Background: an optimization exercise with open tools, aiming at small area, a short achievable clock period and few clock cycles per item. Do not read the settings as production practice. Only simulation tests tie the RTL to the original design; equivalence was not proved.

run 1:
// tpaq_hasher
module tpaq_hasher (
    input  wire         clk,
    input  wire         rst,
    input  wire         in_valid,
    output wire         in_ready,
    input  wire         in_op,
    input  wire [149:0] in_data,
    output reg          out_valid,
    output reg          out_err,
    output reg  [223:0] out_ctx,
    output reg  [31:0]  out_c4,
    output reg  [23:0]  out_h
);
Settings: LEC_CHECK=0, CAP_MARGIN=20, CORE_MARGIN=2, CORE_UTILIZATION=70, SLEW_MARGIN=20; clock period 28.0 ns.
standard.sh (not shown) runs the stock make flow with config.mk's settings and CLKGATE_MAP_FILE= SYNTH_SCRIPT=/design/flow/synth_recipe.tcl, a recipe that flattens the netlist after the stock synthesis.
==> flow/flow/run.sh <==
#!/bin/bash
# Standard layout with two changes:
#  - a netlist pass between synthesis and floorplan: flow/invpush.py removes
#    the inverters that synthesis leaves between full adders and xor gates
#    (a full adder is self-dual, so it can take its inputs inverted and give
#    its outputs inverted instead; an xor absorbs an inverted input by
#    becoming an xnor). Registers and all other cells stay as synthesized.
#  - the port buffers are plain buffers (buf_2) rather than delay cells.
#  - repair_timing aims beyond the period, and the clock tree uses no dummy loads.
# Each tool's output goes to its own log file here.
set -euo pipefail
R=orfs/results/${FLOW_PLATFORM}/tpaq_hasher/base
bash standard.sh synth > synth.log 2>&1
cp "$R/1_2_yosys.v" "$R/1_2_yosys_std.v"
python3 flow/invpush.py "$R/1_2_yosys_std.v" "$R/1_2_yosys.v" 3000000 > invpush.log 2>&1
rm -f "$R/1_synth.odb" "$R/1_synth.sdc"
bash standard.sh synth > synth_odb.log 2>&1
export BUFFER_PORTS_ARGS="-buffer_cell sky130_fd_sc_hd__buf_2"
# ask repair_timing for slack beyond the period, so that it speeds up the
# paths that set the achieved period
export SETUP_SLACK_MARGIN=21.3
# clock tree without dummy loads, with larger sink clusters (fewer buffers)
export CTS_ARGS="-sink_clustering_enable -repair_clock_nets -dont_use_dummy_load -sink_clustering_size 25 -sink_clustering_max_diameter 80"
bash standard.sh finish > layout.log 2>&1
Other scripts of this flow, unchanged in this note and not shown: flow/flow/invpush.py
Run 1 was carried through to the last stage, and its layout satisfied the timing, DRC and antenna checks.
Testbench counts of run 1, summed over its fixed seeds: cycles 32,032, items 32,000.
Input-level comparison between run 2 and run 1:
-- flow/flow/run.sh --
<<< run 1, line 21
export SETUP_SLACK_MARGIN=21.3
# clock tree without dummy loads, with larger sink clusters (fewer buffers)
export CTS_ARGS="-sink_clustering_enable -repair_clock_nets -dont_use_dummy_load -sink_clustering_size 25 -sink_clustering_max_diameter 80"
>>> run 2, line 21
export SETUP_SLACK_MARGIN=21.2
# clock tree without dummy loads
export CTS_ARGS="-sink_clustering_enable -repair_clock_nets -dont_use_dummy_load"
Notes after the runs:
- Compared run 1 against run 2; share of cell area taken by flip-flops and latches within noise.
- From run 1 to run 2 the numbers moved as follows: setup slack after placement essentially unchanged; global-route wire length before repair now larger.
- From run 1 to run 2 the numbers moved as follows: logic depth of the worst register-to-register path up 6; number of instances resized during post-cts repair lower.
- Final area up 0.41% in run 2 wrt run 1
- Maximum achievable frequency went down slightly going from run 1 to run 2.
Edits applied to the flow inputs when going from run 2 to run 3:
-- flow/flow/run.sh --
<<< run 2, line 22
# clock tree without dummy loads
export CTS_ARGS="-sink_clustering_enable -repair_clock_nets -dont_use_dummy_load"
>>> run 3, line 22
# clock tree without dummy loads, with larger sink clusters (fewer buffers)
export CTS_ARGS="-sink_clustering_enable -repair_clock_nets -dont_use_dummy_load -sink_clustering_size 28 -sink_clustering_max_diameter 85"
Findings:
Number of buffers inserted for hold repair after clock tree synthesis came out exactly the same in run 3 and run 2. Run 2 -> run 3: starting density of the core delta 0, exact match. [compare] base=run 2 new=run 3: worst hold slack went down 0.029 ns, number of clock-tree buffers in the layout went down 41, via count went down 447. As far as highest cell delay on the worst timing path is concerned, run 2 and run 3 perform about the same. Going from run 2 to run 3, post-route standard cell area excluding fillers shrank slightly. Total length of routed met3 wires in run 3 vs run 2: down 5.4%. Run 3 has more setup slack than run 2.

== v3 ==
tpaq_hasher, a different RTL version from the one above (not shown whole).
Size in the first run: ~110000 sq um of cells after synthesis.
Settings: LEC_CHECK=0, CAP_MARGIN=20, CORE_MARGIN=2, CORE_UTILIZATION=70, SLEW_MARGIN=20; clock period 28.0 ns.
==> flow/flow/run.sh <==
#!/bin/bash
# Standard layout with two changes:
#  - a netlist pass between synthesis and floorplan: flow/invpush.py removes
#    the inverters that synthesis leaves between full adders and xor gates
#    (a full adder is self-dual, so it can take its inputs inverted and give
#    its outputs inverted instead; an xor absorbs an inverted input by
#    becoming an xnor). Registers and all other cells stay as synthesized.
#  - the port buffers are plain buffers (buf_2) rather than delay cells.
#  - repair_timing aims beyond the period, and the clock tree uses no dummy loads.
# Each tool's output goes to its own log file here.
set -euo pipefail
R=orfs/results/${FLOW_PLATFORM}/tpaq_hasher/base
bash standard.sh synth > synth.log 2>&1
cp "$R/1_2_yosys.v" "$R/1_2_yosys_std.v"
python3 flow/invpush.py "$R/1_2_yosys_std.v" "$R/1_2_yosys.v" 3000000 > invpush.log 2>&1
rm -f "$R/1_synth.odb" "$R/1_synth.sdc"
bash standard.sh synth > synth_odb.log 2>&1
export BUFFER_PORTS_ARGS="-buffer_cell sky130_fd_sc_hd__buf_2"
# ask repair_timing for slack beyond the period, so that it speeds up the
# paths that set the achieved period
export SETUP_SLACK_MARGIN=21.2
# clock tree without dummy loads
export CTS_ARGS="-sink_clustering_enable -repair_clock_nets -dont_use_dummy_load"
bash standard.sh finish > layout.log 2>&1
Other scripts of this flow, unchanged in this note and not shown: flow/flow/invpush.py
Testbench counts of v3, summed over its fixed seeds: cycles 32,032, items 32,000.
Setup changes, v3 to v28
- a change of CORE_UTILIZATION from 70 to 80
diff --git a/flow/flow/run.sh b/flow/flow/run.sh
--- a/flow/flow/run.sh
+++ b/flow/flow/run.sh
@@ -7,5 +7,4 @@
 #    becoming an xnor). Registers and all other cells stay as synthesized.
 #  - the port buffers are plain buffers (buf_2) rather than delay cells.
-#  - repair_timing aims beyond the period, and the clock tree uses no dummy loads.
 # Each tool's output goes to its own log file here.
 set -euo pipefail
@@ -20,5 +19,3 @@
 # paths that set the achieved period
 export SETUP_SLACK_MARGIN=21.2
-# clock tree without dummy loads
-export CTS_ARGS="-sink_clustering_enable -repair_clock_nets -dont_use_dummy_load"
 bash standard.sh finish > layout.log 2>&1
Results
- Compared with v3, v28 shows a higher diode insertion count for antenna repair.
- Die outline area, v28 and v3: lower on v28
- out_h[6] as the worst setup path endpoint was reported by v3, and out_ctx[63] by v28.
- v28 ends up with a total buffers and inverters traversed by the critical path that is 1 higher than in v3.
- The routed wire length on met3 of v28 exceeds that of v3 by 76%.
- Changes observed in v28 relative to v3: total global routing overflow held, detailed-route wire length grew by 18%.
- Re cell area after layout: v3 was lower than v28.
- v28 gives more synthesis-to-finish area growth than v3 did.
### v28 -> v54
- CORE_UTILIZATION now 70, was 80
==> notes.md <==
- v54: all stages complete, timing, DRC and antenna checks passed
- v54 against v28; detailed router's first-iteration violation count is down by more than a quarter.
- Going from v28 to v54, hold buffer count at cts shows no meaningful change, number of gates resized after CTS lower.
- When v54 is measured against v28, its met3 layer wire length in the routed design turns out 41% lower.
- Diff v28 -> v54: largest fanout on the critical path decreased 5; critical path depth down 18.
- Against v28, v54 comes in 240 ps higher on setup slack.
- v28 → v54: share of cell area taken by flip-flops and latches has remained practically unchanged, routed wire length moved down.

## oak
tpaq_hasher, a different RTL version from the one above (not shown whole).
Size: roughly 9200 cells after synthesis, about 440 I/O pins.
Settings: LEC_CHECK=0, CAP_MARGIN=20, CORE_MARGIN=2, CORE_UTILIZATION=70, SLEW_MARGIN=20; clock period 28.0 ns.
==> flow/flow/run.sh <==
#!/bin/bash
# Standard layout with two changes:
#  - a netlist pass between synthesis and floorplan: flow/invpush.py removes
#    the inverters that synthesis leaves between full adders and xor gates
#    (a full adder is self-dual, so it can take its inputs inverted and give
#    its outputs inverted instead; an xor absorbs an inverted input by
#    becoming an xnor). Registers and all other cells stay as synthesized.
#  - the port buffers are plain buffers (buf_2) rather than delay cells.
#  - repair_timing aims beyond the period, and the clock tree uses no dummy loads.
# Each tool's output goes to its own log file here.
set -euo pipefail
R=orfs/results/${FLOW_PLATFORM}/tpaq_hasher/base
bash standard.sh synth > synth.log 2>&1
cp "$R/1_2_yosys.v" "$R/1_2_yosys_std.v"
python3 flow/invpush.py "$R/1_2_yosys_std.v" "$R/1_2_yosys.v" 3000000 > invpush.log 2>&1
rm -f "$R/1_synth.odb" "$R/1_synth.sdc"
bash standard.sh synth > synth_odb.log 2>&1
export BUFFER_PORTS_ARGS="-buffer_cell sky130_fd_sc_hd__buf_2"
# ask repair_timing for slack beyond the period, so that it speeds up the
# paths that set the achieved period
export SETUP_SLACK_MARGIN=21.2
# clock tree: no dummy loads, smaller buffers
export CTS_ARGS="-sink_clustering_enable -repair_clock_nets -dont_use_dummy_load -buf_list sky130_fd_sc_hd__clkbuf_8"
bash standard.sh finish > layout.log 2>&1
Other scripts of this flow, unchanged in this note and not shown: flow/flow/invpush.py
Testbench counts of oak, summed over its fixed seeds: cycles 32,032, items 32,000.
Inputs modified between oak and pine:
diff --git a/flow/flow/run.sh b/flow/flow/run.sh
--- a/flow/flow/run.sh
+++ b/flow/flow/run.sh
@@ -9 +8,0 @@
-#  - repair_timing aims beyond the period, and the clock tree uses no dummy loads.
@@ -22,2 +20,0 @@
-# clock tree: no dummy loads, smaller buffers
-export CTS_ARGS="-sink_clustering_enable -repair_clock_nets -dont_use_dummy_load -buf_list sky130_fd_sc_hd__clkbuf_8"
diff --git a/flow/config.mk b/flow/config.mk
--- a/flow/config.mk
+++ b/flow/config.mk
@@ -10 +10 @@
-export CORE_UTILIZATION = 70
+export CORE_UTILIZATION = 55
==> comparison <==
Summary: with oak as the reference, layout clock buffer count in pine moved down by a little under 10%.
Going from oak to pine, number of filler cells placed in the layout went up, depth of the worst register-to-register path went down, non-filler instance count after layout went up, first-iteration detailed-routing DRC count went down, maximum number of pins on one net before global-route repair went down.
Die area grows by more than a quarter when moving from oak to pine.
pine: total of cells resized after clock tree synthesis 1.6% below oak

Another version of the RTL of tpaq_hasher (not shown whole).
Size: roughly 8,700 cells after synthesis, about 0.11 mm^2 of cells after synthesis.
Settings: LEC_CHECK=0, CAP_MARGIN=20, CORE_MARGIN=2, CORE_UTILIZATION=70, SLEW_MARGIN=20; clock period 28.0 ns.
==> flow/flow/run.sh <==
#!/bin/bash
# Standard layout with two changes:
#  - a netlist pass between synthesis and floorplan: flow/invpush.py removes
#    the inverters that synthesis leaves between full adders and xor gates
#    (a full adder is self-dual, so it can take its inputs inverted and give
#    its outputs inverted instead; an xor absorbs an inverted input by
#    becoming an xnor). Registers and all other cells stay as synthesized.
#  - the port buffers are plain buffers (buf_2) rather than delay cells.
#  - repair_timing aims beyond the period, and the clock tree uses no dummy loads.
# Each tool's output goes to its own log file here.
set -euo pipefail
R=orfs/results/${FLOW_PLATFORM}/tpaq_hasher/base
bash standard.sh synth > synth.log 2>&1
cp "$R/1_2_yosys.v" "$R/1_2_yosys_std.v"
python3 flow/invpush.py "$R/1_2_yosys_std.v" "$R/1_2_yosys.v" 3000000 > invpush.log 2>&1
rm -f "$R/1_synth.odb" "$R/1_synth.sdc"
bash standard.sh synth > synth_odb.log 2>&1
export BUFFER_PORTS_ARGS="-buffer_cell sky130_fd_sc_hd__buf_2"
# ask repair_timing for slack beyond the period, so that it speeds up the
# paths that set the achieved period
export SETUP_SLACK_MARGIN=21.2
# clock tree without dummy loads, with larger sink clusters (fewer buffers)
export CTS_ARGS="-sink_clustering_enable -repair_clock_nets -dont_use_dummy_load -sink_clustering_size 32 -sink_clustering_max_diameter 90"
bash standard.sh finish > layout.log 2>&1
Other scripts of this flow, unchanged in this note and not shown: flow/flow/invpush.py
Testbench counts at the start, summed over its fixed seeds: cycles 32,032, items 32,000.
Then changed:
--- a/flow/flow/run.sh
+++ b/flow/flow/run.sh
@@ -23 +23 @@
-export CTS_ARGS="-sink_clustering_enable -repair_clock_nets -dont_use_dummy_load -sink_clustering_size 32 -sink_clustering_max_diameter 90"
+export CTS_ARGS="-sink_clustering_enable -repair_clock_nets -dont_use_dummy_load -sink_clustering_size 25 -sink_clustering_max_diameter 80"
Effect:
- The changed run finished with timing, DRC and antenna clean
- routed wire length rises slightly
- design area stays flat

tpaq_hasher with an RTL version that a note above also has.
Size in the first run: roughly 9200 cells after synthesis, about 440 I/O pins, about 0.11 mm² of cells after synthesis.
Design tpaq_hasher, start of the top module:
module tpaq_hasher (
    input  wire         clk,
    input  wire         rst,
    input  wire         in_valid,
    output wire         in_ready,
    input  wire         in_op,
    input  wire [149:0] in_data,
    output reg          out_valid,
    output reg          out_err,
    output reg  [223:0] out_ctx,
    output reg  [31:0]  out_c4,
    output reg  [23:0]  out_h
);
export LEC_CHECK = 0
export CAP_MARGIN = 20
export CORE_MARGIN = 2
export CORE_UTILIZATION = 55
export SLEW_MARGIN = 20
create_clock -name core_clock -period 28.0 [get_ports {clk}]
==> flow/flow/run.sh <==
#!/bin/bash
# Standard layout with two changes:
#  - a netlist pass between synthesis and floorplan: flow/invpush.py removes
#    the inverters that synthesis leaves between full adders and xor gates
#    (a full adder is self-dual, so it can take its inputs inverted and give
#    its outputs inverted instead; an xor absorbs an inverted input by
#    becoming an xnor). Registers and all other cells stay as synthesized.
#  - the port buffers are plain buffers (buf_2) rather than delay cells.
# Each tool's output goes to its own log file here.
set -euo pipefail
R=orfs/results/${FLOW_PLATFORM}/tpaq_hasher/base
bash standard.sh synth > synth.log 2>&1
cp "$R/1_2_yosys.v" "$R/1_2_yosys_std.v"
python3 flow/invpush.py "$R/1_2_yosys_std.v" "$R/1_2_yosys.v" 3000000 > invpush.log 2>&1
rm -f "$R/1_synth.odb" "$R/1_synth.sdc"
bash standard.sh synth > synth_odb.log 2>&1
export BUFFER_PORTS_ARGS="-buffer_cell sky130_fd_sc_hd__buf_2"
bash standard.sh finish > layout.log 2>&1
Other scripts of this flow, unchanged in this note and not shown: flow/flow/invpush.py
The first run ran to the end with no violations.
Testbench counts at the start, summed over its fixed seeds: cycles 32,032, items 32,000.
Next try:
--- a/flow/flow/run.sh
+++ b/flow/flow/run.sh
@@ -17,2 +17,5 @@
 export BUFFER_PORTS_ARGS="-buffer_cell sky130_fd_sc_hd__buf_2"
+# ask repair_timing for slack beyond the period, so that it speeds up the
+# paths that set the achieved period
+export SETUP_SLACK_MARGIN=21.2
 bash standard.sh finish > layout.log 2>&1
- CORE_UTILIZATION: 55 -> 70
After rerunning:
- worst setup slack gets better by 0.19 ns
- utilization goes up by 16 points
- final cell count shrinks by a few percent

-- what the ideal ports hide --
In the flow no input, the clock included, has a driving cell. The finished layouts below were timed again as built, in two steps. Step 1, drivers: a clkbuf_16 drives clk and a buf_2 each remaining input, both assumed. Step 2 moves the port delays by t, midway between the first and last clock arrival at a register: inputs arrive t later, outputs are due t later. That takes back most of the time a late clock gives input paths. Three values: no drivers, after step 1, after step 2; two values: the first two.
run	shift t [ns]	setup WS [ns]	slew at the worst register clock pin (ns)	worst slew at a driven data input, ns
run 1	0.788	21.148 / 21.054 / 21.425	0.09 / 0.09	0.16
run 2	0.814	21.127 / 21.035 / 21.378	0.07 / 0.07	0.15
run 3	0.802	21.143 / 21.050 / 21.388	0.10 / 0.10	0.16
v3	0.820	21.137 / 21.046 / 21.296	0.07 / 0.07	0.12
v28	0.870	20.893 / 20.893 / 20.893	0.08 / 0.08	0.21
v54	0.850	21.129 / 21.043 / 21.382	0.07 / 0.07	0.11
oak	1.016	20.910 / 20.821 / 21.516	0.07 / 0.07	0.12
pine	0.900	21.093 / 21.000 / 21.504	0.07 / 0.07	0.14
the first run of note 4	0.792	21.115 / 21.025 / 21.338	0.12 / 0.12	0.15
the second run of note 4	0.782	21.137 / 21.045 / 21.336	0.10 / 0.10	0.16
the first run of note 5	0.901	20.938 / 20.846 / 21.530	0.07 / 0.07	0.14
the second run of note 5	0.854	21.127 / 21.037 / 21.431	0.08 / 0.08	0.13
After both steps setup and hold are still met in every run listed.
